What follows belongs to an exercise in optimizing a design on an open flow for small area and a short achievable clock period; a production flow would make more cautious choices.
Where RTL was checked, it was by simulation tests only, not by an equivalence proof against the original.
Only the layout flow was run in runs 4 and 5; the RTL was not checked for function there.
Power is estimated from default activity; no workload was simulated.

--- flow/design.v ---
module crc16_step (
    input  wire [15:0] crc_in,
    input  wire [7:0]  data,
    output wire [15:0] crc_out
);
    wire [7:0] x = crc_in[15:8] ^ data;
    wire a = x[0] ^ x[4];
    wire b = x[1] ^ x[5];
    wire c = x[2] ^ x[6];
    wire d = x[3] ^ x[7];
    wire [15:0] t = {d, c, b, a ^ x[7], x[6], x[5], x[4], d,
                     c ^ x[7], b ^ x[6], a ^ x[5], x[4], d, c, b, a};
    assign crc_out = t ^ {crc_in[7:0], 8'h00};
endmodule
module crc_link (
    input  wire        clk,
    input  wire        rst,
    input  wire        op_valid,
    input  wire [3:0]  op_code,
    input  wire [7:0]  op_arg,
    input  wire        tick,
    output wire [5:0]  stat,          
    output wire [2:0]  op_status,
    output reg  [15:0] crc,
    output reg  [2:0]  rx_err,
    output reg  [7:0]  rx_len,
    output wire [15:0] rx_crc_calc,
    output wire [15:0] rx_crc_recv,
    output wire        txm_re,
    output wire [7:0]  txm_addr,
    input  wire [7:0]  txm_rdata,
    output wire        rxm_we,
    output wire [8:0]  rxm_addr,
    output wire [7:0]  rxm_wdata,
    output wire        txd,
    input  wire        rxd
);
    wire op_crc_init = op_valid && (op_code == 4'h1);
    wire op_crc_byte = op_valid && (op_code == 4'h2);
    wire op_tx_frame = op_valid && (op_code == 4'h4);
    wire op_rx_start = op_valid && (op_code == 4'h5);
    wire [15:0] crc_next;
    crc16_step u_hcrc (.crc_in(crc), .data(op_arg), .crc_out(crc_next));
    always @(posedge clk) begin
        if (rst || op_crc_init)
            crc <= 16'h0000;
        else if (op_crc_byte)
            crc <= crc_next;
    end
    reg [2:0]  tph;
    reg [7:0]  txlen;
    reg [7:0]  ta;
    reg [15:0] tcrc;
    reg [3:0]  ts;
    reg [2:0]  tbc;
    reg [7:0]  tdat;
    wire tx_busy  = (tph != 3'd0);
    wire ts_idle  = (ts == 4'd9);
    wire ts_fetch = (ts == 4'd14);
    wire pay_end  = (ta == txlen);
    wire in_pay   = (tph == 3'd3) && !pay_end;
    wire [15:0] tcrc_next;
    crc16_step u_tcrc (.crc_in(tcrc), .data(txm_rdata), .crc_out(tcrc_next));
    assign txm_re   = ts_idle && in_pay;
    assign txm_addr = ta;
    reg [7:0] tbyte;
    always @* begin
        case (tph)
            3'd1:    tbyte = 8'h02;
            3'd2:    tbyte = txlen;
            3'd3:    tbyte = pay_end ? tcrc[15:8] : txm_rdata;
            3'd4:    tbyte = tcrc[7:0];
            default: tbyte = 8'h03;
        endcase
    end
    always @(posedge clk) begin
        if (rst) begin
            tph <= 3'd0;
        end else if (!tx_busy) begin
            if (op_tx_frame) begin
                tph   <= 3'd1;
                txlen <= op_arg;
                ta    <= 8'h00;
                tcrc  <= 16'h0000;
            end
        end else if (ts_idle) begin
            if (tph == 3'd6)
                tph <= 3'd0;
        end else if (ts_fetch) begin
            if (in_pay) begin
                ta   <= ta + 8'd1;
                tcrc <= tcrc_next;
            end else begin
                tph  <= tph + 3'd1;
            end
        end
    end
    always @(posedge clk) begin
        if (rst) begin
            ts <= 4'd9;
        end else if (ts_idle) begin
            if (tx_busy && tph != 3'd6)
                ts <= 4'd14;
        end else if (ts_fetch || tbc == 3'd0) begin
            ts <= ts + 4'd1;
        end
        tbc <= ts_fetch ? 3'd7 : tbc - 3'd1;
        if (ts_fetch)
            tdat <= tbyte;
    end
    assign txd = ts[3] ? !(ts[1] && ts[0]) : tdat[ts[2:0]];
    reg       rxd_m, rxd_s;
    reg [3:0] rn;       
    reg [3:0] rb;
    reg [7:0] rdat;
    reg       push, ferr;
    always @(posedge clk) begin
        rxd_m <= rxd || rst;
        rxd_s <= rxd_m || rst;
        if (rst) begin
            rn   <= 4'd0;
            push <= 1'b0;
            ferr <= 1'b0;
        end else begin
            push <= 1'b0;
            ferr <= 1'b0;
            if (rn == 4'd0) begin
                if (!rxd_s) begin
                    rn <= 4'd1;
                    rb <= 4'd11;
                end
            end else if (rb != 4'd0) begin
                rb <= rb - 4'd1;
            end else if (rn != 4'd9) begin
                rdat <= {rxd_s, rdat[7:1]};
                rn   <= rn + 4'd1;
                rb   <= 4'd7;
            end else begin
                push <= rxd_s;
                ferr <= !rxd_s;
                rn   <= 4'd0;
            end
        end
    end
    reg [7:0] f0, f1, f2, f3, f4, f5, f6, f7;
    reg [3:0] fc;
    wire fifo_ne   = !fc[3];
    wire fifo_full = (fc == 4'd7);
    wire do_push   = push && !fifo_full;
    wire fifo_pop;
    reg [7:0] fdout;
    always @* begin
        case (fc[2:0])
            3'd0: fdout = f0;
            3'd1: fdout = f1;
            3'd2: fdout = f2;
            3'd3: fdout = f3;
            3'd4: fdout = f4;
            3'd5: fdout = f5;
            3'd6: fdout = f6;
            default: fdout = f7;
        endcase
    end
    always @(posedge clk) begin
        if (do_push) begin
            f0 <= rdat; f1 <= f0; f2 <= f1; f3 <= f2;
            f4 <= f3;   f5 <= f4; f6 <= f5; f7 <= f6;
        end
        if (rst)
            fc <= 4'hF;
        else
            fc <= fc + {3'b000, do_push} - {3'b000, fifo_pop};
    end
    reg ferr_flag, ovr_flag, opst;
    reg rx_busy, rx_done;
    wire rx_start = op_rx_start && !rx_busy;
    always @(posedge clk) begin
        if (rst) begin
            ferr_flag <= 1'b0;
            ovr_flag  <= 1'b0;
        end else begin
            if (ferr)
                ferr_flag <= 1'b1;
            else if (rx_start)
                ferr_flag <= 1'b0;
            if (push && fifo_full)
                ovr_flag <= 1'b1;
            else if (rx_start)
                ovr_flag <= 1'b0;
        end
    end
    always @(posedge clk) begin
        if (rst)
            opst <= 1'b0;
        else if (op_tx_frame)
            opst <= tx_busy;
        else if (op_rx_start)
            opst <= rx_busy;
    end
    assign op_status = {2'b00, opst};
    reg [8:0]  rxcnt;
    reg [6:0]  rxtimer;
    reg [15:0] rcrc;
    reg        f02;
    reg [7:0]  prev1, prev2;
    wire link_err = ferr_flag || ovr_flag;
    assign fifo_pop = rx_busy && !link_err && fifo_ne;
    wire [15:0] rcrc_next;
    crc16_step u_rcrc (.crc_in(rcrc), .data(fdout), .crc_out(rcrc_next));
    wire [8:0] len4 = {1'b0, rx_len} + 9'd4;
    wire [8:0] len2 = {1'b0, rx_len} + 9'd2;
    always @(posedge clk) begin : dfr
        reg fin;
        fin = 1'b0;
        if (rst) begin
            rx_busy <= 1'b0;
            rx_done <= 1'b0;
            rx_len  <= 8'h00;
            rx_err  <= 3'd0;
        end else if (!rx_busy) begin
            if (op_rx_start) begin
                rx_busy <= 1'b1;
                rx_done <= 1'b0;
                rxcnt   <= 9'd0;
                rx_len  <= 8'h00;
                rxtimer <= 7'd0;
                rx_err  <= 3'd0;
                rcrc    <= 16'h0000;
            end
        end else if (link_err) begin
            rx_busy <= 1'b0;
            rx_done <= 1'b1;
            rx_err  <= 3'd1;
        end else begin
            if (fifo_ne) begin
                rxcnt <= rxcnt + 9'd1;
                if (rxcnt != len4) begin
                    prev1 <= fdout;
                    prev2 <= prev1;
                end
                if (rxcnt == 9'd0) begin
                    f02 <= (fdout == 8'h02);
                end else if (rxcnt == 9'd1) begin
                    if (f02) begin
                        rx_len <= fdout;
                    end else begin
                        fin = 1'b1;
                        rx_err <= 3'd3;
                    end
                end else if (rxcnt == len4) begin
                    fin = 1'b1;
                    if (fdout != 8'h03)
                        rx_err <= 3'd5;
                    else if (rcrc != {prev2, prev1})
                        rx_err <= 3'd4;
                end else if (rxcnt < len2) begin
                    rcrc <= rcrc_next;
                end
            end
            if (!fin && tick) begin
                rxtimer <= rxtimer + 7'd1;
                if (rxtimer == 7'd99) begin
                    fin = 1'b1;
                    rx_err <= 3'd2;
                end
            end
            if (fin) begin
                rx_busy <= 1'b0;
                rx_done <= 1'b1;
            end
        end
    end
    wire crc_shown = rx_done && !rx_err[1] && !rx_err[0];
    assign rx_crc_calc = crc_shown ? rcrc : 16'h0000;
    assign rx_crc_recv = crc_shown ? {prev2, prev1} : 16'h0000;
    assign rxm_we    = fifo_pop;
    assign rxm_addr  = rxcnt;
    assign rxm_wdata = fdout;
    assign stat = {ovr_flag, ferr_flag, fifo_ne, rx_done, rx_busy, tx_busy};
endmodule
--- flow/run.sh ---
#!/bin/bash
# synth_recipe.tcl (not shown) runs the flow's synth.tcl, then flattens the netlist and writes it again
# the make line also repeats each setting of config.mk as NAME=value (left out here)
make -C /OpenROAD-flow-scripts/flow DESIGN_CONFIG=/design/flow/config.mk WORK_HOME=/design/flow/orfs CLKGATE_MAP_FILE= SYNTH_SCRIPT=/design/flow/synth_recipe.tcl finish
--- flow/config.mk ---
export PLATFORM = sky130hd
export DESIGN_NAME = crc_link
export DESIGN_NICKNAME = crc_link
export VERILOG_FILES = /design/flow/design.v
export SDC_FILE = /design/flow/constraint.sdc
export NUM_CORES = 4
export LEC_CHECK = 0
export ABC_CLOCK_PERIOD_IN_PS = 2500
export CAP_MARGIN = 20
export CORE_MARGIN = 2
export CORE_UTILIZATION = 40
export SETUP_SLACK_MARGIN = 2.0
export SLEW_MARGIN = 20
--- flow/constraint.sdc ---
create_clock -name core_clock -period 4.5 [get_ports {clk}]
set_input_delay 0.9000 -clock core_clock [delete_from_list [all_inputs] [get_ports {clk}]]
set_output_delay 0.9000 -clock core_clock [all_outputs]
set_load 0.01 [all_outputs]
==> results_tabular.tex, run 1 <==
\begin{tabular}{lr}
\hline
Metric & Value \\
\hline
\multicolumn{2}{l}{\textbf{Synth}} \\
Number of enable-type register cells in the synthesized netlist & 165 \\
Post-synthesis instance total & 957 \\
Cell area after technology mapping & 11000 um2 \\
Asr flop ratio synth & 0\% \\
Number of synthesized register bits & 219 \\
Synth warn & 1 \\
Cell taking the most area after synthesis & sky130\_fd\_sc\_hd\_\_edfxtp\_1 \\
Avg Synthesized Cell Area & 11.5 um2 \\
Synth unique cells & 77 \\
Ranking of synthesized cells by area & sky130\_fd\_sc\_hd\_\_edfxtp\_1 45\%, sky130\_fd\_sc\_hd\_\_dfxtp\_1 9.8\%, sky130\_fd\_sc\_hd\_\_xnor2\_1 6.1\% \\
Portion of the post-synthesis area used by sequential elements & 54.8\% \\
Most used DFF post-synth & sky130\_fd\_sc\_hd\_\_edfxtp\_1 \\
Area share of the largest cell type after synthesis & 45.0\% \\
\multicolumn{2}{l}{\textbf{Detailed routing}} \\
Final Routed Wirelength & 28.7 mm \\
Count of vias placed by the detailed router & 8153 \\
Iter 0 DRT Violations & 557 \\
Ratio of routed vias to standard cells & 5.31 \\
Drt pass-1 iters & 5 \\
Drc violations & 0 \\
Count of nets left with antenna violations after detail routing & 0 \\
Avg WL per Cell & 18.7 um \\
\multicolumn{2}{l}{\textbf{GRT}} \\
Number of antenna violations at the first check in global routing & 0 \\
Global routing usage summed across all routing layers & 19.3\% \\
First-pass GRT wire length & 43.9 mm \\
Grt ovf & 0 \\
Largest net degree at the start of global routing & 40 \\
Number of global-route vias before repair & 7870 \\
\multicolumn{2}{l}{\textbf{Setup path}} \\
Classification of the worst setup path & flop to output pin \\
Maximum fanout encountered on the critical timing path & 8 \\
Required time reported for the critical path endpoint & 3.60 ns \\
Type of destination of the critical path & output pin \\
Arrival time at the worst endpoint & 1.93 ns \\
Crit path max-delay family & compound AO/OA/AOI/OAI gates \\
Register-to-register setup slack & 1.85 ns \\
Critical path cell sequence & buf\_4, nand2b\_4, o22ai\_2, a211oi\_4, buf\_2 \\
Slowest stage cell on the critical path & sky130\_fd\_sc\_hd\_\_dfxtp\_4 \\
Worst Path Buf+Inv & 2 \\
Max stage delay on crit path & 0.40 ns \\
Startpoint Class & flop \\
\multicolumn{2}{l}{\textbf{STA}} \\
Number of hold violations in the final report & 0 \\
Worst slew pin tran & 0.942 ns \\
Achievable clock frequency & 354 MHz \\
Post-route setup TNS & 0 ns \\
Post-Route Hold Slack & 0.383 ns \\
Max-slew headroom & 37.2\% \\
Final setup violating endpoints & 0 \\
Post-route minimum period & 2.83 ns \\
Period Utilization, post-route & 62.8\% \\
Layout Skew & 0.0218 ns \\
Number of max-slew violations in the final report & 0 \\
Setup repair after global routing missed its margin & true \\
\multicolumn{2}{l}{\textbf{Clock tree}} \\
Sinks on the clock net & 219 \\
TritonCTS clock tree & done \\
Clk buf depth & 3 \\
Clock network latency to the later pin of the worst-skew pair & 0.52 ns \\
Clock-pin slew of the registers on the worst-case setup and hold paths & 0.06 ns \\
\# H-tree levels & 1 \\
Number of CTS-inserted buffers & 24 \\
Root buffer selected by CTS & sky130\_fd\_sc\_hd\_\_clkbuf\_16 \\
\multicolumn{2}{l}{\textbf{Final layout}} \\
\# diodes & 0 \\
Most frequent cells in the layout & 165 x sky130\_fd\_sc\_hd\_\_edfxtp\_1, 88 x sky130\_fd\_sc\_hd\_\_buf\_4, 78 x sky130\_fd\_sc\_hd\_\_nor2\_1 \\
Post-layout nets & 1237 \\
Proportion of layout cells with a drive suffix above 1 & 31.3\% \\
Most common cell after layout, fill and taps aside & sky130\_fd\_sc\_hd\_\_edfxtp\_1 \\
Area added between synthesis and finish & 37.6\% \\
Number of filler cells placed in the layout & 2251 \\
\multicolumn{2}{l}{\textbf{Floorplan}} \\
Chip Height & 170 um \\
Placeable core region & 27000 um2 \\
Initial core utilization & 40.8\% \\
Top Ports & 121 \\
Std cell rows & 60 \\
Die boundary width & 170 um \\
Die outline area & 28900 um2 \\
\multicolumn{2}{l}{\textbf{Outcome}} \\
Outcome & timing/DRC/antenna clean \\
\multicolumn{2}{l}{\textbf{Power}} \\
Combinational share of power & 9.4\% \\
Switching share of power & 23.0\% \\
Cell-internal power & 3.58 mW \\
Static leakage power & 5.58 nW \\
Reg power frac & 48.0\% \\
Clock power share & 42.6\% \\
Largest vdd supply drop & 0.000266 V \\
Ratio of total power to cell area & 307 nW/um2 \\
Net Switching & 1.07 mW \\
\multicolumn{2}{l}{\textbf{Hold path}} \\
Hold crit path type & flop to flop \\
\multicolumn{2}{l}{\textbf{Placed design}} \\
Weighted congestion reported at the end of routability-driven placement & 0.786 \\
Estimated wirelength of the detail-placed design & 17.5 mm \\
Port-buffer cells & 118 \\
\multicolumn{2}{l}{\textbf{Flow run}} \\
\# Max-Cap Violations & 0 \\
\hline
\end{tabular}
layout make-up:
cell class	instances	area, um2	area share, %
clock inverters	14	150	0.992
repair buffers	242	2370	15.6
clock buffers	30	653	4.31
well taps	341	427	2.82
inverters	32	128	0.843
flip-flops and latches	219	6090	40.2
multi-input cells	657	5330	35.2
metrics by stage:
step | std cells | util, % | worst slack [ns] | total power [mW] | area (um2)
2_1_floorplan | 958 | - | 2.01 | 2.55 | 11100
3_3_place_gp | 1374 | 46.2 | 1.16 | 2.67 | 12500
3_5_place_dp | 1374 | 46.2 | 1.04 | 2.68 | 12500
4_1_cts | 1505 | 53.3 | 1.63 | 4.70 | 14400
5_1_grt | 1535 | 56.2 | 1.60 | 4.83 | 15100
6_report | 1535 | 56.2 | 1.67 | 4.65 | 15100
power groups by stage:
stage                     Clock (mW)  Combinational, mW  Sequential [mW]
after CTS                       2.03              0.441             2.23
after global placement             0              0.393             2.28
final                           1.98              0.438             2.23
after floorplan                    0              0.283             2.27
after global routing            2.10              0.494             2.24
after detailed placement           0              0.398             2.28
cell usage after synthesis, types with 5 or more instances:
| cell | n |
|---|---|
| sky130_fd_sc_hd__o221ai_1 | 5 |
| sky130_fd_sc_hd__buf_4 | 11 |
| sky130_fd_sc_hd__ha_1 | 35 |
| sky130_fd_sc_hd__buf_2 | 6 |
| sky130_fd_sc_hd__a21oi_1 | 51 |
| sky130_fd_sc_hd__nand2_1 | 61 |
| sky130_fd_sc_hd__nor3_1 | 16 |
| sky130_fd_sc_hd__and2_1 | 41 |
| sky130_fd_sc_hd__clkbuf_1 | 26 |
| sky130_fd_sc_hd__nor2_1 | 89 |
| sky130_fd_sc_hd__nand4_1 | 16 |
| sky130_fd_sc_hd__and3_1 | 6 |
| sky130_fd_sc_hd__or3_1 | 7 |
| sky130_fd_sc_hd__xnor2_1 | 77 |
| sky130_fd_sc_hd__buf_6 | 5 |
| sky130_fd_sc_hd__inv_1 | 31 |
| sky130_fd_sc_hd__nor3b_1 | 5 |
| sky130_fd_sc_hd__mux2i_1 | 18 |
| sky130_fd_sc_hd__dfxtp_1 | 54 |
| sky130_fd_sc_hd__mux4_2 | 5 |
| sky130_fd_sc_hd__or2_2 | 6 |
| sky130_fd_sc_hd__nand3_1 | 38 |
| sky130_fd_sc_hd__o21ai_0 | 21 |
| sky130_fd_sc_hd__nor2b_1 | 7 |
| sky130_fd_sc_hd__a32oi_1 | 7 |
| sky130_fd_sc_hd__mux2_2 | 8 |
| sky130_fd_sc_hd__xor2_1 | 47 |
| sky130_fd_sc_hd__edfxtp_1 | 165 |
| sky130_fd_sc_hd__a211oi_1 | 12 |
| sky130_fd_sc_hd__nor4_1 | 6 |
worst paths after layout:
check / cells after the start / to / from
max reg2reg: 12 / rx_err[0] / fc[2]
max: 5 / rxm_wdata[0] / fc[1]
min reg2reg: 1 / tbc[0] / tbc[0]
min: 1 / tbc[0] / tbc[0]
flip-flops by register name (all words and copies together) (netlist names), 9 cells and up:
name   flops
crc       16
rxcnt      9
rcrc      16
tcrc      16
layer usage:
metal / vias up / global-route usage [%] / part of all wire [%]
met3: 43 / 3.79 / 5.7
met1: 3993 / 26.2 / 44
met4: 0 / 4.79 / 1.9
met5: - / 0 / 0
met2: 246 / 31.8 / 48
li1: 3871 / - / -
logic make-up (layout without fill, tap and decap cells):
| kind of cell | after synthesis | count (layout) | synth area share [%] |
|---|---|---|---|
| AND/OR/NAND/NOR | 319 | 320 | 14.6 |
| flip-flops | 219 | 219 | 54.8 |
| adder cells (fa/ha/maj) | 36 | 36 | 4.16 |
| multiplexers | 31 | 31 | 3.48 |
| other | 1 | 2 | 0.0341 |
| XOR/XNOR | 126 | 126 | 10.2 |
| AO/OA/AOI/OAI | 141 | 142 | 8.96 |
| buffers and inverters | 84 | 318 | 3.76 |
repair_timing:
item	4_1_cts	5_1_grt
gates resized for setup	332	118
hold buffers	0	0
buffers inserted	79	30
gates cloned	8	0
pin swaps	44	43
endpoints found under the setup margin	164	178
==> inputs of run 2 (changes only) <==
--- a/flow/config.mk
+++ b/flow/config.mk
@@ -6,8 +6,6 @@
 export NUM_CORES = 4
 export LEC_CHECK = 0
-export ABC_CLOCK_PERIOD_IN_PS = 2500
 export CAP_MARGIN = 20
 export CORE_MARGIN = 2
 export CORE_UTILIZATION = 40
-export SETUP_SLACK_MARGIN = 2.0
 export SLEW_MARGIN = 20
==> run 2 against run 1 <==
  * Global-route usage shrank 2.1 points
  * Clock skew is 0.0053 ns lower
  * Via count decreased by 8.6%
  * Worst setup slack worse by 1.2 ns
  * Register-to-register slack worse by 0.70 ns
  * Routed wire length down 14%
  * Cell area fell by 13%
  * Critical path type unchanged
  * Critical endpoint is now rxm_wdata[4]
  * Largest power group unchanged
==> results_tabular.tex, run 2 <==
\begin{tabular}{lr}
\hline
Metric & Value \\
\hline
\multicolumn{2}{l}{\textbf{Outcome}} \\
Outcome & timing/DRC/antenna clean \\
\multicolumn{2}{l}{\textbf{Synth}} \\
Number of synthesized register bits & 219 \\
Synth warn & 1 \\
Post-synthesis instance total & 957 \\
Asr flop ratio synth & 0\% \\
Most used DFF post-synth & sky130\_fd\_sc\_hd\_\_edfxtp\_1 \\
Cell taking the most area after synthesis & sky130\_fd\_sc\_hd\_\_edfxtp\_1 \\
Avg Synthesized Cell Area & 11.5 um2 \\
Number of enable-type register cells in the synthesized netlist & 165 \\
Top post-synthesis cells by count & 165 x sky130\_fd\_sc\_hd\_\_edfxtp\_1, 89 x sky130\_fd\_sc\_hd\_\_nor2\_1, 77 x sky130\_fd\_sc\_hd\_\_xnor2\_1, 61 x sky130\_fd\_sc\_hd\_\_nand2\_1, 54 x sky130\_fd\_sc\_hd\_\_dfxtp\_1 \\
Ranking of synthesized cells by area & sky130\_fd\_sc\_hd\_\_edfxtp\_1 45\%, sky130\_fd\_sc\_hd\_\_dfxtp\_1 9.8\%, sky130\_fd\_sc\_hd\_\_xnor2\_1 6.1\% \\
Most used standard cell by instance count after synthesis & sky130\_fd\_sc\_hd\_\_edfxtp\_1 \\
Portion of the post-synthesis area used by sequential elements & 54.8\% \\
Cell area after technology mapping & 11000 um2 \\
Area share of the largest cell type after synthesis & 45.0\% \\
Synth unique cells & 77 \\
\multicolumn{2}{l}{\textbf{Final layout}} \\
Proportion of layout cells with a drive suffix above 1 & 8.67\% \\
Most common cell after layout, fill and taps aside & sky130\_fd\_sc\_hd\_\_edfxtp\_1 \\
Registers with the most flip-flops & crc: 16 flops, rcrc: 16 flops, tcrc: 16 flops \\
\# diodes & 0 \\
Area added between synthesis and finish & 20.3\% \\
Most frequent cells in the layout & 165 x sky130\_fd\_sc\_hd\_\_edfxtp\_1, 118 x sky130\_fd\_sc\_hd\_\_clkdlybuf4s50\_1, 88 x sky130\_fd\_sc\_hd\_\_nor2\_1 \\
Post-layout nets & 1127 \\
\multicolumn{2}{l}{\textbf{Detailed routing}} \\
Detailed-routed wire length on met3 & 1.59 mm \\
Final Routed Wirelength & 24.8 mm \\
M1 WL & 11.7 mm \\
Count of nets left with antenna violations after detail routing & 0 \\
Highest Signal Layer & met4 \\
Drt pass-1 iters & 5 \\
Avg WL per Cell & 17.4 um \\
Drc violations & 0 \\
Iter 0 DRT Violations & 563 \\
Ratio of routed vias to standard cells & 5.23 \\
Count of vias placed by the detailed router & 7448 \\
Met2 Routed Length & 11.1 mm \\
\multicolumn{2}{l}{\textbf{Clock tree}} \\
Clock-pin slew of the registers on the worst-case setup and hold paths & 0.06 ns \\
Sinks on the clock net & 219 \\
Clk buf depth & 3 \\
Gates resized, CTS repair & 0 \\
Total of hold buffers inserted after clock tree synthesis & 0 \\
Number of setup buffers added after CTS & 0 \\
TritonCTS clock tree & done \\
Clock network latency to the later pin of the worst-skew pair & 0.52 ns \\
\# H-tree levels & 1 \\
Number of CTS-inserted buffers & 24 \\
Root buffer selected by CTS & sky130\_fd\_sc\_hd\_\_clkbuf\_16 \\
\multicolumn{2}{l}{\textbf{Setup path}} \\
Register-to-register setup slack & 1.15 ns \\
Startpoint Class & flop \\
Arrival time at the worst endpoint & 3.17 ns \\
FF-to-FF End & rxtimer[0] \\
Type of destination of the critical path & output pin \\
Required time reported for the critical path endpoint & 3.60 ns \\
Classification of the worst setup path & flop to output pin \\
Critical path destination & rxm\_wdata[4] \\
Start of the worst register-to-register path & rx\_len[3] \\
R2R depth & 8 \\
Maximum fanout encountered on the critical timing path & 20 \\
Critical path launch point & fc[1] \\
\multicolumn{2}{l}{\textbf{Power}} \\
Largest vdd supply drop & 0.000211 V \\
Cell-internal power & 3.48 mW \\
Clock power share & 42.3\% \\
Combinational share of power & 8.6\% \\
Switching share of power & 23.6\% \\
Total Power Consumption & 4.55 mW \\
Reg power frac & 49.1\% \\
Net Switching & 1.07 mW \\
Ratio of total power to cell area & 344 nW/um2 \\
Static leakage power & 4.62 nW \\
\multicolumn{2}{l}{\textbf{Floorplan}} \\
Die outline area & 28900 um2 \\
Die boundary width & 170 um \\
Initial core utilization & 40.8\% \\
Top Ports & 121 \\
Chip Height & 170 um \\
Std cell rows & 60 \\
Placeable core region & 27000 um2 \\
\multicolumn{2}{l}{\textbf{STA}} \\
Layout Skew & 0.0165 ns \\
Final worst-path setup slack & 0.432 ns \\
Worst slew pin tran & 0.916 ns \\
Number of hold violations in the final report & 0 \\
Setup repair after global routing missed its margin & false \\
Period Utilization, post-route & 90.4\% \\
Number of max-slew violations in the final report & 0 \\
Final setup violating endpoints & 0 \\
Max-slew headroom & 38.7\% \\
Post-route setup TNS & 0 ns \\
Achievable clock frequency & 246 MHz \\
Post-route minimum period & 4.07 ns \\
\multicolumn{2}{l}{\textbf{Placed design}} \\
Port-buffer cells & 118 \\
Estimated wirelength of the detail-placed design & 17.5 mm \\
Weighted congestion reported at the end of routability-driven placement & 0.803 \\
Pre-CTS setup slack & 0.775 ns \\
\multicolumn{2}{l}{\textbf{Flow run}} \\
\# Max-Cap Violations & 0 \\
\multicolumn{2}{l}{\textbf{Hold path}} \\
Hold crit path type & flop to flop \\
\multicolumn{2}{l}{\textbf{GRT}} \\
Largest net degree at the start of global routing & 36 \\
Global routing usage summed across all routing layers & 17.2\% \\
Number of antenna violations at the first check in global routing & 0 \\
Number of global-route vias before repair & 7296 \\
Grt ovf & 0 \\
First-pass GRT wire length & 39.7 mm \\
\hline
\end{tabular}
-- run 2: layout make-up --
| cell class | count | area [um2] |
|---|---|---|
| clock buffer | 29 | 629 |
| clock inverter | 15 | 140 |
| fill | 2438 | 13700 |
| inverter | 32 | 120 |
| multi-input combinational | 655 | 4590 |
| sequential | 219 | 6040 |
| tap | 341 | 427 |
| timing repair buffer | 134 | 1300 |
-- run 2: through the flow --
step	utilization, %	hold slack [ns]	cells	instance area, um2
global route	49.1	0.408	1425	13200
global placement	46.3	0.366	1381	12500
detailed placement	46.3	0.376	1381	12500
floorplan	-	0.358	958	11000
finish	49.1	0.384	1425	13200
CTS	49.1	0.390	1425	13200
-- run 2: per-layer routing --
layer,GRT usage [%],up-vias
met5,0,-
met4,4.42,0
met3,3.19,39
met2,27.3,209
met1,24.4,3557
li1,-,3643
-- run 2: worst min path at each step --
stage              to  slack [ns]   start  cells after the start
2_1_floorplan  tbc[0]        0.36  tbc[0]                      1
3_3_place_gp   tbc[0]        0.37  tbc[0]                      1
3_5_place_dp   tbc[0]        0.38  tbc[0]                      1
4_1_cts        tbc[0]        0.39  tbc[0]                      1
5_1_grt        tbc[0]        0.41  tbc[0]                      1
6_report       tbc[0]        0.38  tbc[0]                      1
-- run 2: critical path: stages, from the launching register on --
cell,delay [ns]
sky130_fd_sc_hd__dfxtp_1,0.89
sky130_fd_sc_hd__nand2b_2,0.24
sky130_fd_sc_hd__o22a_1,0.27
sky130_fd_sc_hd__a21oi_1,0.56
sky130_fd_sc_hd__clkdlybuf4s50_1,0.68
-- run 2: kinds of logic (layout without fill, tap and decap cells) --
| kind of cell | count (synthesis) | count (layout) | share of synthesized area [%] |
|---|---|---|---|
| buffers and inverters | 84 | 210 | 3.76 |
| muxes | 31 | 31 | 3.48 |
| DFF | 219 | 219 | 54.8 |
| AOI/OAI and AO/OA | 141 | 141 | 8.96 |
| adders and majority gates | 36 | 36 | 4.16 |
| xor gates and xnor gates | 126 | 126 | 10.2 |
| and+or+nand+nor | 319 | 319 | 14.6 |
| other | 1 | 2 | 0.0341 |
-- run 2: power by group through the flow --
stage	Sequential [mW]	Combinational (mW)	Clock (mW)
after floorplan	2.27	0.281	0
after global placement	2.28	0.393	0
after detailed placement	2.28	0.398	0
after CTS	2.24	0.399	1.98
after global routing	2.24	0.449	2.06
final	2.24	0.393	1.92
==> inputs of run 3 (changes only) <==
--- a/flow/config.mk
+++ b/flow/config.mk
@@ -6,6 +6,8 @@
 export NUM_CORES = 4
 export LEC_CHECK = 0
+export ABC_CLOCK_PERIOD_IN_PS = 1900
 export CAP_MARGIN = 20
 export CORE_MARGIN = 2
 export CORE_UTILIZATION = 40
+export SETUP_SLACK_MARGIN = 2.6
 export SLEW_MARGIN = 20
==> run 3 against run 2 <==
  * Register-to-register slack improved by 0.70 ns
  * Via count is 17% higher
  * Synthesized cell count unchanged
  * Cell count grew 16%
  * Combinational power increased by 54%
  * Clock-buffer cell count up 1
==> results_tabular.tex, run 3 <==
\begin{tabular}{lr}
\hline
Metric & Value \\
\hline
\multicolumn{2}{l}{\textbf{Outcome}} \\
Outcome & timing/DRC/antenna clean \\
\multicolumn{2}{l}{\textbf{Clock tree}} \\
\# H-tree levels & 1 \\
TritonCTS clock tree & done \\
Clock-pin slew of the registers on the worst-case setup and hold paths & 0.06 ns \\
Root buffer selected by CTS & sky130\_fd\_sc\_hd\_\_clkbuf\_16 \\
Number of CTS-inserted buffers & 25 \\
Total of hold buffers inserted after clock tree synthesis & 0 \\
Sinks on the clock net & 219 \\
Clk buf depth & 3 \\
Clock network latency to the later pin of the worst-skew pair & 0.52 ns \\
\multicolumn{2}{l}{\textbf{Setup path}} \\
R2R depth & 13 \\
Crit path max-delay family & multiplexers \\
Maximum fanout encountered on the critical timing path & 3 \\
Required time reported for the critical path endpoint & 3.60 ns \\
Start of the worst register-to-register path & fc[2] \\
Worst Path Buf+Inv & 1 \\
FF-to-FF End & rx\_err[2] \\
Register-to-register setup slack & 1.85 ns \\
Startpoint Class & flop \\
Max stage delay on crit path & 0.48 ns \\
Slowest stage cell on the critical path & sky130\_fd\_sc\_hd\_\_mux4\_2 \\
Type of destination of the critical path & output pin \\
Critical path cell sequence & mux4\_2, nor2b\_1, a211oi\_2, a21oi\_2, buf\_2 \\
Classification of the worst setup path & flop to output pin \\
Arrival time at the worst endpoint & 1.92 ns \\
\multicolumn{2}{l}{\textbf{Synth}} \\
Portion of the post-synthesis area used by sequential elements & 54.8\% \\
Ranking of synthesized cells by area & sky130\_fd\_sc\_hd\_\_edfxtp\_1 45\%, sky130\_fd\_sc\_hd\_\_dfxtp\_1 9.8\%, sky130\_fd\_sc\_hd\_\_xnor2\_1 6.1\% \\
Most used DFF post-synth & sky130\_fd\_sc\_hd\_\_edfxtp\_1 \\
Number of enable-type register cells in the synthesized netlist & 165 \\
Number of synthesized register bits & 219 \\
Synth unique cells & 77 \\
Cell taking the most area after synthesis & sky130\_fd\_sc\_hd\_\_edfxtp\_1 \\
Most used standard cell by instance count after synthesis & sky130\_fd\_sc\_hd\_\_edfxtp\_1 \\
Avg Synthesized Cell Area & 11.5 um2 \\
Post-synthesis instance total & 957 \\
Cell area after technology mapping & 11000 um2 \\
Asr flop ratio synth & 0\% \\
Synth warn & 1 \\
Area share of the largest cell type after synthesis & 45.0\% \\
Top post-synthesis cells by count & 165 x sky130\_fd\_sc\_hd\_\_edfxtp\_1, 89 x sky130\_fd\_sc\_hd\_\_nor2\_1, 77 x sky130\_fd\_sc\_hd\_\_xnor2\_1, 61 x sky130\_fd\_sc\_hd\_\_nand2\_1, 54 x sky130\_fd\_sc\_hd\_\_dfxtp\_1 \\
\multicolumn{2}{l}{\textbf{Flow run}} \\
\# Max-Cap Violations & 0 \\
\multicolumn{2}{l}{\textbf{Detailed routing}} \\
Final Routed Wirelength & 32.1 mm \\
Count of vias placed by the detailed router & 8735 \\
Iter 0 DRT Violations & 451 \\
Drc violations & 0 \\
Count of nets left with antenna violations after detail routing & 0 \\
Drt pass-1 iters & 5 \\
Ratio of routed vias to standard cells & 5.28 \\
Avg WL per Cell & 19.4 um \\
\multicolumn{2}{l}{\textbf{Final layout}} \\
Most common cell after layout, fill and taps aside & sky130\_fd\_sc\_hd\_\_buf\_6 \\
Proportion of layout cells with a drive suffix above 1 & 49.4\% \\
\# diodes & 0 \\
Area added between synthesis and finish & 56.8\% \\
Post-layout nets & 1355 \\
Registers with the most flip-flops & crc: 16 flops, rcrc: 16 flops, tcrc: 16 flops \\
Number of filler cells placed in the layout & 1940 \\
Most frequent cells in the layout & 172 x sky130\_fd\_sc\_hd\_\_buf\_6, 165 x sky130\_fd\_sc\_hd\_\_edfxtp\_1, 125 x sky130\_fd\_sc\_hd\_\_buf\_4 \\
\multicolumn{2}{l}{\textbf{Floorplan}} \\
Die outline area & 28900 um2 \\
Chip Height & 170 um \\
Die boundary width & 170 um \\
Top Ports & 121 \\
Initial core utilization & 40.8\% \\
Placeable core region & 27000 um2 \\
Std cell rows & 60 \\
\multicolumn{2}{l}{\textbf{STA}} \\
Final setup violating endpoints & 0 \\
Worst slew pin tran & 0.688 ns \\
Post-route setup TNS & 0 ns \\
Period Utilization, post-route & 62.7\% \\
Achievable clock frequency & 355 MHz \\
Number of max-slew violations in the final report & 0 \\
Max-slew headroom & 53.7\% \\
Setup repair after global routing missed its margin & true \\
Number of hold violations in the final report & 0 \\
Layout Skew & 0.0101 ns \\
Post-route minimum period & 2.82 ns \\
\multicolumn{2}{l}{\textbf{Placed design}} \\
Weighted congestion reported at the end of routability-driven placement & 0.817 \\
Estimated wirelength of the detail-placed design & 18.0 mm \\
Port-buffer cells & 118 \\
\multicolumn{2}{l}{\textbf{GRT}} \\
Number of antenna violations at the first check in global routing & 0 \\
Grt ovf & 0 \\
Number of global-route vias before repair & 8558 \\
First-pass GRT wire length & 47.2 mm \\
Largest net degree at the start of global routing & 65 \\
Global routing usage summed across all routing layers & 20.8\% \\
\multicolumn{2}{l}{\textbf{Power}} \\
Static leakage power & 6.63 nW \\
Largest vdd supply drop & 0.000328 V \\
Ratio of total power to cell area & 281 nW/um2 \\
Total Power Consumption & 4.84 mW \\
\multicolumn{2}{l}{\textbf{Hold path}} \\
Hold crit path type & flop to flop \\
Endpoint, Worst Hold & tbc[0] \\
Source of the worst hold timing path & tbc[0] \\
Worst hold path cell count & 1 \\
\hline
\end{tabular}
==> run 3: how the worst max path moves through the flow <==
| stage | from | to | depth (start not counted) |
|---|---|---|---|
| after floorplan | op_code[3] | rcrc[0] | 5 |
| after global placement | fc[2] | rxm_wdata[0] | 4 |
| after detailed placement | fc[2] | rxm_wdata[0] | 4 |
| after CTS | ts[0] | txd | 5 |
| after global routing | ts[0] | txd | 5 |
| final | ts[0] | txd | 5 |
==> run 3: kinds of logic (layout without fill, tap and decap cells) <==
kind of cell	after synthesis	in the layout	share of synthesized area (%)
and+or+nand+nor	319	320	14.6
DFF	219	219	54.8
AOI/OAI and AO/OA	141	142	8.96
xor gates and xnor gates	126	126	10.2
buffers and inverters	84	437	3.76
adders and majority gates	36	36	4.16
muxes	31	31	3.48
other	1	2	0.0341
==> run 3: final cells by class <==
type                            count  area (um2)  area share, %
Clock inverter                     16         164          0.949
Timing Repair Buffer              358        3700           21.4
Sequential cell                   219        6140           35.6
Timing Repair inverter              1        8.76         0.0507
Tap cell                          341         427           2.47
Multi-Input combinational cell    657        6020           34.9
Clock buffer                       30         644           3.73
Inverter                           32         154          0.892
==> run 3: what timing repair did <==
item	in CTS	in global routing
resized for setup	661	185
setup endpoints to repair	329	318
pin swaps	71	65
gates cloned	8	6
buffers inserted	174	49
==> run 3: power by group <==
part | switching (mW) | total [mW] | internal, mW | leakage (nW)
Combinational | 0.328 | 0.607 | 0.278 | 4.29
Clock | 0.816 | 2.01 | 1.19 | 0.387
Sequential | 0.0316 | 2.23 | 2.19 | 1.95
==> run 3: worst reg2reg max path: stages, from the launching register on <==
cell	delay (ns)
sky130_fd_sc_hd__dfxtp_4	0.37
sky130_fd_sc_hd__buf_6	0.13
sky130_fd_sc_hd__buf_6	0.11
sky130_fd_sc_hd__mux2_4	0.31
sky130_fd_sc_hd__o221ai_4	0.20
sky130_fd_sc_hd__a21oi_4	0.11
sky130_fd_sc_hd__buf_6	0.13
sky130_fd_sc_hd__buf_6	0.10
sky130_fd_sc_hd__buf_6	0.13
sky130_fd_sc_hd__or3_4	0.35
sky130_fd_sc_hd__buf_4	0.15
sky130_fd_sc_hd__nor4_4	0.20
sky130_fd_sc_hd__o21ai_1	0.09
sky130_fd_sc_hd__and4b_1	0.17
==> run 3: metrics by stage <==
| stage | cell area [um2] | hold slack (ns) | instances | util, % | setup slack, ns |
|---|---|---|---|---|---|
| floorplan | 11600 | 0.358 | 958 | - | 2.10 |
| global placement | 12900 | 0.367 | 1371 | 47.8 | 0.967 |
| detailed placement | 12900 | 0.370 | 1371 | 47.8 | 0.949 |
| CTS | 15900 | 0.385 | 1599 | 59.1 | 1.66 |
| global route | 17300 | 0.396 | 1654 | 64.1 | 1.60 |
| finish | 17300 | 0.389 | 1654 | 64.1 | 1.68 |
==> run 3: layer usage <==
layer	track usage [%]	routed length, um
met5	0	0
met2	35.8	15900
met1	27.7	13800
met4	5.54	900
met3	3.12	1450
==> inputs of run 4 (changes only) <==
--- a/flow/design.v
+++ b/flow/design.v
@@ -58,10 +58,13 @@
     wire ts_idle  = (ts == 4'd9);
     wire ts_fetch = (ts == 4'd14);
+    wire ts_start = (ts == 4'd15);
     wire pay_end  = (ta == txlen);
     wire in_pay   = (tph == 3'd3) && !pay_end;
-    wire [15:0] tcrc_next;
-    crc16_step u_tcrc (.crc_in(tcrc), .data(txm_rdata), .crc_out(tcrc_next));
     assign txm_re   = ts_idle && in_pay;
     assign txm_addr = ta;
+    wire [2:0] tsel   = ts[3] ? tbc : ts[2:0];
+    wire       tbit   = tdat[tsel];
+    wire       crc_on = ts_start && (((tph == 3'd3) && (ta != 8'h00)) || (tph == 3'd4));
+    wire       tfb    = tcrc[15] ^ tbit;
     reg [7:0] tbyte;
     always @* begin
@@ -70,5 +73,5 @@
             3'd2:    tbyte = txlen;
             3'd3:    tbyte = pay_end ? tcrc[15:8] : txm_rdata;
-            3'd4:    tbyte = tcrc[7:0];
+            3'd4:    tbyte = tcrc[15:8];
             default: tbyte = 8'h03;
         endcase
@@ -84,14 +87,17 @@
                 tcrc  <= 16'h0000;
             end
-        end else if (ts_idle) begin
-            if (tph == 3'd6)
-                tph <= 3'd0;
-        end else if (ts_fetch) begin
-            if (in_pay) begin
-                ta   <= ta + 8'd1;
-                tcrc <= tcrc_next;
-            end else begin
-                tph  <= tph + 3'd1;
-            end
+        end else begin
+            if (ts_idle) begin
+                if (tph == 3'd6)
+                    tph <= 3'd0;
+            end else if (ts_fetch) begin
+                if (in_pay)
+                    ta  <= ta + 8'd1;
+                else
+                    tph <= tph + 3'd1;
+            end
+            if (crc_on)
+                tcrc <= {tcrc[14:12], tcrc[11] ^ tfb, tcrc[10:5], tcrc[4] ^ tfb,
+                         tcrc[3:0], tfb};
         end
     end
@@ -109,5 +115,5 @@
             tdat <= tbyte;
     end
-    assign txd = ts[3] ? !(ts[1] && ts[0]) : tdat[ts[2:0]];
+    assign txd = ts[3] ? !(ts[1] && ts[0]) : tbit;
     reg       rxd_m, rxd_s;
     reg [3:0] rn;       
@@ -143,5 +149,6 @@
         end
     end
-    reg [7:0] f0, f1, f2, f3, f4, f5, f6, f7;
+    reg [7:0] f0, f1, f2, f3, f4, f5, f6;
+    reg [7:0] fdout;
     reg [3:0] fc;
     wire fifo_ne   = !fc[3];
@@ -149,22 +156,14 @@
     wire do_push   = push && !fifo_full;
     wire fifo_pop;
-    reg [7:0] fdout;
-    always @* begin
-        case (fc[2:0])
-            3'd0: fdout = f0;
-            3'd1: fdout = f1;
-            3'd2: fdout = f2;
-            3'd3: fdout = f3;
-            3'd4: fdout = f4;
-            3'd5: fdout = f5;
-            3'd6: fdout = f6;
-            default: fdout = f7;
-        endcase
-    end
+    reg [7:0] fnext;    
+    wire [63:0] fsel = {f6, f5, f4, f3, f2, f1, f0, rdat};
+    always @* fnext = fc[3] ? rdat : fsel[fc[2:0]*8 +: 8];
     always @(posedge clk) begin
         if (do_push) begin
             f0 <= rdat; f1 <= f0; f2 <= f1; f3 <= f2;
-            f4 <= f3;   f5 <= f4; f6 <= f5; f7 <= f6;
-        end
+            f4 <= f3;   f5 <= f4; f6 <= f5;
+        end
+        if (fifo_pop || (push && !fifo_ne))
+            fdout <= fnext;
         if (rst)
             fc <= 4'hF;
@@ -200,5 +199,5 @@
     assign op_status = {2'b00, opst};
     reg [8:0]  rxcnt;
-    reg [6:0]  rxtimer;
+    reg [6:0]  rxtimer;     
     reg [15:0] rcrc;
     reg        f02;
@@ -208,6 +207,8 @@
     wire [15:0] rcrc_next;
     crc16_step u_rcrc (.crc_in(rcrc), .data(fdout), .crc_out(rcrc_next));
-    wire [8:0] len4 = {1'b0, rx_len} + 9'd4;
+    reg [1:0] dtail;
     wire [8:0] len2 = {1'b0, rx_len} + 9'd2;
+    wire hdr   = (rxcnt[8:1] == 8'h00);
+    wire crchi = (rxcnt == len2);
     always @(posedge clk) begin : dfr
         reg fin;
@@ -224,7 +225,8 @@
                 rxcnt   <= 9'd0;
                 rx_len  <= 8'h00;
-                rxtimer <= 7'd0;
+                rxtimer <= 7'h7F;
                 rx_err  <= 3'd0;
                 rcrc    <= 16'h0000;
+                dtail   <= 2'd0;
             end
         end else if (link_err) begin
@@ -235,12 +237,12 @@
             if (fifo_ne) begin
                 rxcnt <= rxcnt + 9'd1;
-                if (rxcnt != len4) begin
+                if (dtail != 2'd2) begin
                     prev1 <= fdout;
                     prev2 <= prev1;
                 end
-                if (rxcnt == 9'd0) begin
-                    f02 <= (fdout == 8'h02);
-                end else if (rxcnt == 9'd1) begin
-                    if (f02) begin
+                if (hdr) begin
+                    if (!rxcnt[0]) begin
+                        f02 <= (fdout == 8'h02);
+                    end else if (f02) begin
                         rx_len <= fdout;
                     end else begin
@@ -248,5 +250,5 @@
                         rx_err <= 3'd3;
                     end
-                end else if (rxcnt == len4) begin
+                end else if (dtail == 2'd2) begin
                     fin = 1'b1;
                     if (fdout != 8'h03)
@@ -254,11 +256,13 @@
                     else if (rcrc != {prev2, prev1})
                         rx_err <= 3'd4;
-                end else if (rxcnt < len2) begin
+                end else if (dtail == 2'd1 || crchi) begin
+                    dtail <= dtail + 2'd1;
+                end else begin
                     rcrc <= rcrc_next;
                 end
             end
             if (!fin && tick) begin
-                rxtimer <= rxtimer + 7'd1;
-                if (rxtimer == 7'd99) begin
+                rxtimer <= {rxtimer[5:0], rxtimer[6] ^ rxtimer[5]};
+                if (rxtimer == 7'h34) begin
                     fin = 1'b1;
                     rx_err <= 3'd2;
--- a/flow/config.mk
+++ b/flow/config.mk
@@ -6,8 +6,8 @@
 export NUM_CORES = 4
 export LEC_CHECK = 0
-export ABC_CLOCK_PERIOD_IN_PS = 1900
+export ABC_CLOCK_PERIOD_IN_PS = 2500
 export CAP_MARGIN = 20
 export CORE_MARGIN = 2
 export CORE_UTILIZATION = 40
-export SETUP_SLACK_MARGIN = 2.6
+export SETUP_SLACK_MARGIN = 2.0
 export SLEW_MARGIN = 20
==> run 4 against run 3 <==
  * Critical path depth is 2 higher
  * Hold slack improved by 0.022 ns
  * Critical endpoint unchanged
  * Highest routed layer unchanged
  * Largest cell class unchanged
  * Register-to-register slack improved by 0.33 ns
  * Still clean
  * Clock skew increased by 0.0096 ns
==> results_tabular.tex, run 4 <==
\begin{tabular}{lr}
\hline
Metric & Value \\
\hline
\multicolumn{2}{l}{\textbf{Synth}} \\
Post-synthesis instance total & 892 \\
Synth warn & 1 \\
Ranking of synthesized cells by area & sky130\_fd\_sc\_hd\_\_edfxtp\_1 47\%, sky130\_fd\_sc\_hd\_\_dfxtp\_1 10\%, sky130\_fd\_sc\_hd\_\_xnor2\_1 5.5\% \\
Avg Synthesized Cell Area & 12.0 um2 \\
Synth unique cells & 68 \\
Most used standard cell by instance count after synthesis & sky130\_fd\_sc\_hd\_\_edfxtp\_1 \\
Asr flop ratio synth & 0\% \\
Portion of the post-synthesis area used by sequential elements & 56.8\% \\
Cell taking the most area after synthesis & sky130\_fd\_sc\_hd\_\_edfxtp\_1 \\
Area share of the largest cell type after synthesis & 46.7\% \\
Number of enable-type register cells in the synthesized netlist & 167 \\
Top post-synthesis cells by count & 167 x sky130\_fd\_sc\_hd\_\_edfxtp\_1, 67 x sky130\_fd\_sc\_hd\_\_xnor2\_1, 56 x sky130\_fd\_sc\_hd\_\_nand2\_1, 55 x sky130\_fd\_sc\_hd\_\_and2\_1, 54 x sky130\_fd\_sc\_hd\_\_dfxtp\_1 \\
Most used DFF post-synth & sky130\_fd\_sc\_hd\_\_edfxtp\_1 \\
Cell area after technology mapping & 10700 um2 \\
Number of synthesized register bits & 221 \\
\multicolumn{2}{l}{\textbf{STA}} \\
Final setup violating endpoints & 0 \\
Post-route setup TNS & 0 ns \\
Worst slew pin tran & 0.725 ns \\
Post-route minimum period & 2.77 ns \\
Max-slew headroom & 51.6\% \\
Setup repair after global routing missed its margin & true \\
Number of max-slew violations in the final report & 0 \\
Layout Skew & 0.0197 ns \\
Achievable clock frequency & 361 MHz \\
Period Utilization, post-route & 61.5\% \\
Number of hold violations in the final report & 0 \\
\multicolumn{2}{l}{\textbf{Floorplan}} \\
Die boundary width & 168 um \\
Die outline area & 28200 um2 \\
Top Ports & 121 \\
Placeable core region & 26200 um2 \\
Chip Height & 168 um \\
Initial core utilization & 41.0\% \\
Std cell rows & 59 \\
\multicolumn{2}{l}{\textbf{Placed design}} \\
Area after detailed placement & 12300 um2 \\
Estimated wirelength of the detail-placed design & 16.4 mm \\
Cell count after placement & 1316 \\
Port-buffer cells & 118 \\
Weighted congestion reported at the end of routability-driven placement & 0.817 \\
\multicolumn{2}{l}{\textbf{Clock tree}} \\
Clk buf depth & 3 \\
TritonCTS clock tree & done \\
Sinks on the clock net & 221 \\
Clock network latency to the later pin of the worst-skew pair & 0.52 ns \\
Number of CTS-inserted buffers & 24 \\
\# H-tree levels & 1 \\
Clock-pin slew of the registers on the worst-case setup and hold paths & 0.06 ns \\
Root buffer selected by CTS & sky130\_fd\_sc\_hd\_\_clkbuf\_16 \\
\multicolumn{2}{l}{\textbf{Final layout}} \\
Post-layout nets & 1111 \\
Most common cell after layout, fill and taps aside & sky130\_fd\_sc\_hd\_\_edfxtp\_1 \\
Registers with the most flip-flops & crc: 16 flops, rcrc: 16 flops, tcrc: 16 flops \\
Finished Layout Cells & 1413 \\
Number of filler cells placed in the layout & 2277 \\
Proportion of layout cells with a drive suffix above 1 & 22.6\% \\
Most frequent cells in the layout & 167 x sky130\_fd\_sc\_hd\_\_edfxtp\_1, 67 x sky130\_fd\_sc\_hd\_\_xnor2\_1, 66 x sky130\_fd\_sc\_hd\_\_clkdlybuf4s50\_1 \\
Area added between synthesis and finish & 28.5\% \\
Final Cell Area & 13800 um2 \\
\# diodes & 0 \\
\multicolumn{2}{l}{\textbf{Flow run}} \\
\# Max-Cap Violations & 0 \\
\multicolumn{2}{l}{\textbf{Power}} \\
Static leakage power & 5.04 nW \\
Total Power Consumption & 4.34 mW \\
Largest vdd supply drop & 0.000233 V \\
Ratio of total power to cell area & 315 nW/um2 \\
\multicolumn{2}{l}{\textbf{Detailed routing}} \\
Avg WL per Cell & 17.8 um \\
Ratio of routed vias to standard cells & 5.21 \\
Final Routed Wirelength & 25.1 mm \\
Drc violations & 0 \\
Count of vias placed by the detailed router & 7363 \\
Drt pass-1 iters & 5 \\
Iter 0 DRT Violations & 476 \\
Count of nets left with antenna violations after detail routing & 0 \\
\multicolumn{2}{l}{\textbf{GRT}} \\
First-pass GRT wire length & 39.3 mm \\
Number of global-route vias before repair & 7011 \\
Grt ovf & 0 \\
Number of antenna violations at the first check in global routing & 0 \\
Global routing usage summed across all routing layers & 17.5\% \\
Largest net degree at the start of global routing & 55 \\
\multicolumn{2}{l}{\textbf{Setup path}} \\
Arrival time at the worst endpoint & 1.87 ns \\
Startpoint Class & flop \\
Required time reported for the critical path endpoint & 3.60 ns \\
Classification of the worst setup path & flop to output pin \\
Maximum fanout encountered on the critical timing path & 7 \\
Type of destination of the critical path & output pin \\
\multicolumn{2}{l}{\textbf{Outcome}} \\
Outcome & timing/DRC/antenna clean \\
\multicolumn{2}{l}{\textbf{Hold path}} \\
Hold crit path type & flop to flop \\
\hline
\end{tabular}
-- run 4: changes by cell type after synthesis, moves of 11 or more --
cell                      delta
sky130_fd_sc_hd__mux4_2     +11
sky130_fd_sc_hd__nor2b_1    +15
sky130_fd_sc_hd__and2_1     +14
sky130_fd_sc_hd__nand3_1    -15
sky130_fd_sc_hd__nor2_1     -39
-- run 4: worst max-delay path, cell delays in order (launching register included) --
cell and delay (ns):
sky130_fd_sc_hd__dfxtp_4 0.41, sky130_fd_sc_hd__mux2i_4 0.29, sky130_fd_sc_hd__and2_1 0.17, sky130_fd_sc_hd__o21ai_2 0.06, sky130_fd_sc_hd__nand2_1 0.08, sky130_fd_sc_hd__o21ai_1 0.06, sky130_fd_sc_hd__mux2i_1 0.14, sky130_fd_sc_hd__buf_2 0.15
-- run 4: through the flow --
stage	setup slack [ns]	util, %	hold slack [ns]
floorplan	2.01	-	0.389
detailed placement	1.17	46.8	0.397
CTS	1.70	50.9	0.412
global placement	1.22	46.7	0.392
finish	1.73	52.6	0.411
global route	1.61	52.6	0.420
-- run 4: layer usage --
metal | track usage, % | vias to the layer above | wire, um
met3 | 2.59 | 26 | 1140
li1 | - | 3535 | -
met1 | 26.2 | 3631 | 12200
met4 | 3.93 | 0 | 368
met2 | 26.9 | 171 | 11400
met5 | 0 | - | 0
-- run 4: logic make-up after synthesis --
logic type / Yosys count / synth area share, %
mux: 35 / 5.20
other cells: 1 / 0.0349
flops: 221 / 56.8
compound gates: 120 / 7.13
fa+ha+maj: 26 / 3.10
simple gates: 305 / 15.7
xor+xnor: 104 / 8.49
buf+inv: 80 / 3.54
-- run 4: layout make-up --
cell class	count	area [um2]	area share, %
inverters	37	144	1.04
clock buffers	42	729	5.29
well taps	335	419	3.04
flip-flops and latches	221	6130	44.4
clock inverters	2	10.0	0.0726
repair buffers	183	1820	13.2
multi-input cells	593	4540	32.9
-- run 4: power breakdown --
| part | internal (mW) | switching (mW) | leakage (nW) |
|---|---|---|---|
| combinational | 0.130 | 0.145 | 2.72 |
| clock | 1.09 | 0.762 | 0.360 |
| sequential | 2.19 | 0.0261 | 1.96 |
-- run 4: final timing paths --
| kind | from | endpoint | slack (ns) | cells past startpoint |
|---|---|---|---|---|
| setup reg to reg | txlen[6] | tdat[5] | 2.18 | 6 |
| setup / recovery | ts[3] | txd | 1.73 | 7 |
| hold / removal | rxd_m | rxd_s | 0.41 | 1 |
| hold reg to reg | rxd_m | rxd_s | 0.41 | 1 |
-- run 4: timing repair --
action,in CTS,in global routing
pin swaps,10,9
setup endpoints to repair,110,107
hold buffers,0,0
gates cloned,4,1
buffers inserted,41,7
resized for setup,203,89
==> inputs of run 5 (changes only) <==
--- a/flow/design.v
+++ b/flow/design.v
@@ -54,15 +54,18 @@
     reg [3:0]  ts;
     reg [2:0]  tbc;
-    reg [7:0]  tdat;
+    reg [8:0]  tsr;       
+    reg        pay_end;   
+    reg        tre;
     wire tx_busy  = (tph != 3'd0);
     wire ts_idle  = (ts == 4'd9);
     wire ts_fetch = (ts == 4'd14);
     wire ts_start = (ts == 4'd15);
-    wire pay_end  = (ta == txlen);
+    wire tstep    = !ts_idle && !ts_fetch && (tbc == 3'd0);
     wire in_pay   = (tph == 3'd3) && !pay_end;
-    assign txm_re   = ts_idle && in_pay;
+    assign txm_re   = tre;
     assign txm_addr = ta;
-    wire [2:0] tsel   = ts[3] ? tbc : ts[2:0];
-    wire       tbit   = tdat[tsel];
+    assign txd      = tsr[0];
+    wire [7:0] tbits  = tsr[8:1];
+    wire       tbit   = tbits[tbc];
     wire       crc_on = ts_start && (((tph == 3'd3) && (ta != 8'h00)) || (tph == 3'd4));
     wire       tfb    = tcrc[15] ^ tbit;
@@ -101,4 +104,6 @@
                          tcrc[3:0], tfb};
         end
+        pay_end <= (ta == txlen);
+        tre <= !rst && (tph == 3'd3) && !pay_end && (ts == 4'd8) && (tbc == 3'd0);
     end
     always @(posedge clk) begin
@@ -113,7 +118,14 @@
         tbc <= ts_fetch ? 3'd7 : tbc - 3'd1;
         if (ts_fetch)
-            tdat <= tbyte;
-    end
-    assign txd = ts[3] ? !(ts[1] && ts[0]) : tbit;
+            tsr[8:1] <= tbyte;
+        else if (tstep)
+            tsr[8:1] <= {1'b1, tsr[8:2]};
+        if (rst)
+            tsr[0] <= 1'b1;
+        else if (ts_fetch)
+            tsr[0] <= 1'b0;
+        else if (tstep)
+            tsr[0] <= tsr[1];
+    end
     reg       rxd_m, rxd_s;
     reg [3:0] rn;       
@@ -275,5 +287,10 @@
         end
     end
-    wire crc_shown = rx_done && !rx_err[1] && !rx_err[0];
+    reg crc_shown;
+    always @(posedge clk)
+        if (rst || rx_start)
+            crc_shown <= 1'b0;
+        else if (rx_busy && !link_err && fifo_ne && !hdr && dtail == 2'd2 && fdout == 8'h03)
+            crc_shown <= 1'b1;
     assign rx_crc_calc = crc_shown ? rcrc : 16'h0000;
     assign rx_crc_recv = crc_shown ? {prev2, prev1} : 16'h0000;
--- a/flow/config.mk
+++ b/flow/config.mk
@@ -10,4 +10,6 @@
 export CORE_MARGIN = 2
 export CORE_UTILIZATION = 40
+export CTS_CLUSTER_DIAMETER = 60
+export CTS_CLUSTER_SIZE = 20
 export SETUP_SLACK_MARGIN = 2.0
 export SLEW_MARGIN = 20
==> run 5 against run 4 <==
  * Clock power is essentially flat
  * Area after synthesis grew 0.78%
  * Clock skew grew 0.0028 ns
  * Largest cell class unchanged
  * Largest power group unchanged
==> results_tabular.tex, run 5 <==
\begin{tabular}{lr}
\hline
Metric & Value \\
\hline
\multicolumn{2}{l}{\textbf{Synth}} \\
Area share of the largest cell type after synthesis & 46.4\% \\
Most used DFF post-synth & sky130\_fd\_sc\_hd\_\_edfxtp\_1 \\
Avg Synthesized Cell Area & 12.1 um2 \\
Top post-synthesis cells by count & 167 x sky130\_fd\_sc\_hd\_\_edfxtp\_1, 79 x sky130\_fd\_sc\_hd\_\_nor2\_1, 75 x sky130\_fd\_sc\_hd\_\_xnor2\_1, 62 x sky130\_fd\_sc\_hd\_\_and2\_1, 58 x sky130\_fd\_sc\_hd\_\_dfxtp\_1 \\
Ranking of synthesized cells by area & sky130\_fd\_sc\_hd\_\_edfxtp\_1 46\%, sky130\_fd\_sc\_hd\_\_dfxtp\_1 11\%, sky130\_fd\_sc\_hd\_\_xnor2\_1 6.1\% \\
Number of synthesized register bits & 225 \\
Synth unique cells & 77 \\
Synth warn & 1 \\
Cell area after technology mapping & 10800 um2 \\
Post-synthesis instance total & 893 \\
Number of enable-type register cells in the synthesized netlist & 167 \\
Cell taking the most area after synthesis & sky130\_fd\_sc\_hd\_\_edfxtp\_1 \\
Asr flop ratio synth & 0\% \\
Most used standard cell by instance count after synthesis & sky130\_fd\_sc\_hd\_\_edfxtp\_1 \\
Portion of the post-synthesis area used by sequential elements & 57.1\% \\
\multicolumn{2}{l}{\textbf{GRT}} \\
First-pass GRT wire length & 38.9 mm \\
Number of antenna violations at the first check in global routing & 1 \\
Largest net degree at the start of global routing & 57 \\
Number of global-route vias before repair & 6998 \\
Grt ovf & 0 \\
Global routing usage summed across all routing layers & 17.1\% \\
\multicolumn{2}{l}{\textbf{Floorplan}} \\
Die boundary width & 168 um \\
Top Ports & 121 \\
Die outline area & 28400 um2 \\
Std cell rows & 60 \\
Initial core utilization & 40.5\% \\
Placeable core region & 26700 um2 \\
Chip Height & 168 um \\
\multicolumn{2}{l}{\textbf{Setup path}} \\
Required time reported for the critical path endpoint & 3.60 ns \\
Startpoint Class & flop \\
FF-to-FF End & rxtimer[5] \\
Classification of the worst setup path & flop to output pin \\
Critical path launch point & tph[0] \\
Maximum fanout encountered on the critical timing path & 4 \\
Type of destination of the critical path & output pin \\
Max stage delay on crit path & 0.34 ns \\
Arrival time at the worst endpoint & 1.71 ns \\
Crit path max-delay family & buffers and inverters \\
Crit path depth & 5 \\
Worst Path Buf+Inv & 3 \\
Critical path destination & stat[0] \\
Start of the worst register-to-register path & rxcnt[5] \\
Register-to-register setup slack & 2.08 ns \\
Slowest stage cell on the critical path & sky130\_fd\_sc\_hd\_\_dfxtp\_2 \\
Critical path cell sequence & inv\_2, ha\_2, nor2b\_4, clkinvlp\_4, dlygate4sd2\_1 \\
R2R depth & 6 \\
\multicolumn{2}{l}{\textbf{Clock tree}} \\
Number of CTS-inserted buffers & 21 \\
Clock network latency to the later pin of the worst-skew pair & 0.51 ns \\
Clock-pin slew of the registers on the worst-case setup and hold paths & 0.08 ns \\
Sinks on the clock net & 225 \\
\# H-tree levels & 1 \\
Total of hold buffers inserted after clock tree synthesis & 0 \\
Root buffer selected by CTS & sky130\_fd\_sc\_hd\_\_clkbuf\_16 \\
TritonCTS clock tree & done \\
Clk buf depth & 3 \\
\multicolumn{2}{l}{\textbf{Final layout}} \\
\# diodes & 0 \\
Number of filler cells placed in the layout & 2353 \\
Proportion of layout cells with a drive suffix above 1 & 16.2\% \\
Most frequent cells in the layout & 167 x sky130\_fd\_sc\_hd\_\_edfxtp\_1, 82 x sky130\_fd\_sc\_hd\_\_clkdlybuf4s50\_1, 78 x sky130\_fd\_sc\_hd\_\_nor2\_1 \\
Most common cell after layout, fill and taps aside & sky130\_fd\_sc\_hd\_\_edfxtp\_1 \\
Registers with the most flip-flops & crc: 16 flops, rcrc: 16 flops, tcrc: 16 flops \\
Post-layout nets & 1105 \\
Final cell utilization of the core & 50.7\% \\
Area added between synthesis and finish & 25.2\% \\
\multicolumn{2}{l}{\textbf{STA}} \\
Post-route setup TNS & 0 ns \\
Final setup violating endpoints & 0 \\
Max-slew headroom & 38.5\% \\
Period Utilization, post-route & 58.1\% \\
Number of hold violations in the final report & 0 \\
Final worst-path setup slack & 1.89 ns \\
Number of max-slew violations in the final report & 0 \\
Setup repair after global routing missed its margin & true \\
Worst slew pin tran & 0.922 ns \\
Achievable clock frequency & 382 MHz \\
Layout Skew & 0.0225 ns \\
Post-route minimum period & 2.61 ns \\
\multicolumn{2}{l}{\textbf{Detailed routing}} \\
Drt pass-1 iters & 5 \\
Avg WL per Cell & 17.8 um \\
Iter 0 DRT Violations & 502 \\
Count of vias placed by the detailed router & 7308 \\
Count of nets left with antenna violations after detail routing & 0 \\
Ratio of routed vias to standard cells & 5.19 \\
Drc violations & 0 \\
Final Routed Wirelength & 25.1 mm \\
\multicolumn{2}{l}{\textbf{Placed design}} \\
Estimated wirelength of the detail-placed design & 16.3 mm \\
Weighted congestion reported at the end of routability-driven placement & 0.829 \\
Pre-CTS setup slack & 1.09 ns \\
Port-buffer cells & 118 \\
\multicolumn{2}{l}{\textbf{Power}} \\
Largest vdd supply drop & 0.000254 V \\
Static leakage power & 4.82 nW \\
Ratio of total power to cell area & 318 nW/um2 \\
Total Power Consumption & 4.30 mW \\
\multicolumn{2}{l}{\textbf{Hold path}} \\
Hold crit path type & flop to flop \\
Worst hold path cell count & 1 \\
\multicolumn{2}{l}{\textbf{Flow run}} \\
\# Max-Cap Violations & 0 \\
\multicolumn{2}{l}{\textbf{Outcome}} \\
Outcome & timing/DRC/antenna clean \\
\hline
\end{tabular}
==> run 5: changes by cell type in the layout (fill, tap and decap cells not counted), moves of 16 or more <==
cell and delta:
sky130_fd_sc_hd__a21oi_1 -17, sky130_fd_sc_hd__and2_1 +39, sky130_fd_sc_hd__and2_4 -32, sky130_fd_sc_hd__buf_6 -41, sky130_fd_sc_hd__clkdlybuf4s50_1 +16, sky130_fd_sc_hd__dlygate4sd2_1 +28, sky130_fd_sc_hd__nor2_1 +30
==> run 5: layout make-up <==
class / count / area [um2] / area share (%)
clock buffers: 26 / 566 / 4.17
clock inverters: 12 / 154 / 1.14
inverters: 37 / 146 / 1.08
multi-input cells: 591 / 4460 / 32.9
flip-flops and latches: 225 / 6190 / 45.7
well taps: 341 / 427 / 3.15
repair buffers: 176 / 1600 / 11.8
repair inverters: 1 / 5.00 / 0.0369
==> run 5: through the flow <==
| stage | instances | area (um2) | hold slack [ns] |
|---|---|---|---|
| finish | 1409 | 13500 | 0.403 |
| global route | 1409 | 13500 | 0.408 |
| CTS | 1390 | 13300 | 0.404 |
| detailed placement | 1318 | 12300 | 0.399 |
| global placement | 1318 | 12300 | 0.397 |
| floorplan | 894 | 10900 | 0.389 |
==> run 5: routing by layer <==
metal	track usage (%)	vias to the layer above	routed length, um
met5	0	-	0
met4	3.52	0	423
met3	2.50	25	1060
met2	27.4	179	11600
met1	25.0	3585	11900
li1	-	3519	-
==> run 5: cell families (layout without fill, tap and decap cells) <==
family / count (synthesis) / count (layout) / share of synthesized area [%]
AO/OA/AOI/OAI: 107 / 108 / 6.56
buffers and inverters: 79 / 252 / 3.48
adder cells (fa/ha/maj): 27 / 27 / 3.19
AND/OR/NAND/NOR: 308 / 308 / 15.1
other: 1 / 2 / 0.0347
flip-flops: 225 / 225 / 57.1
XOR/XNOR: 100 / 100 / 8.10
multiplexers: 46 / 46 / 6.45
==> run 5: worst min-delay path by stage <==
stage / start / to
final: rxd_m / rxd_s
after floorplan: rxd_m / rxd_s
after detailed placement: rxd_m / rxd_s
after global routing: rxd_m / rxd_s
after CTS: rxd_m / rxd_s
after global placement: rxd_m / rxd_s
==> run 5: where the power goes <==
group	total [mW]	internal, mW	switching, mW
Clock	1.85	0.996	0.856
Combinational	0.201	0.0985	0.102
Sequential	2.25	2.23	0.0242
Total	4.30	3.32	0.983
==> run 5: timing repair <==
item,CTS,global route
cloned,1,1
pin swaps,4,6
resized for setup,60,19
setup endpoints to repair,116,94
setup buffers,33,18

## afterwards: timing with drivers on the ports
No port has a modelled driver above. Below, the same layouts with a new extraction and two added sets of constraints. Step 1 assumes that a clkbuf_16 drives the clock port and a buf_2 every other input. Step 2 times the ports against the registers' clock, not the clock port: input delays grow and output delays shrink by t, the midpoint of the rising clock arrivals with the driver on. Slacks: ideal / step 1 / step 2; pairs: ideal / step 1.
| run | shift t [ns] | slack for setup (ns) | hold WS [ns] | worst data-port slew with drivers (ns) | pins driven straight from the clock port |
|---|---|---|---|---|---|
| run 1 | 0.559 | 1.672 / 1.623 / 1.450 | 0.383 / 0.383 / 0.383 | 0.05 | 1 |
| run 2 | 0.561 | 0.432 / 0.383 / 0.770 | 0.384 / 0.384 / 0.384 | 0.04 | 1 |
| run 3 | 0.566 | 1.680 / 1.631 / 1.846 | 0.389 / 0.389 / 0.389 | 0.05 | 1 |
| run 4 | 0.549 | 1.733 / 1.691 / 1.599 | 0.411 / 0.411 / 0.411 | 0.04 | 1 |
| run 5 | 0.549 | 1.885 / 1.839 / 1.525 | 0.403 / 0.403 / 0.403 | 0.04 | 1 |
After both steps setup and hold are still met in every run listed. The setup slack of run 5, which loses most, moves by -0.046 ns with the drivers and by -0.360 ns with both steps.
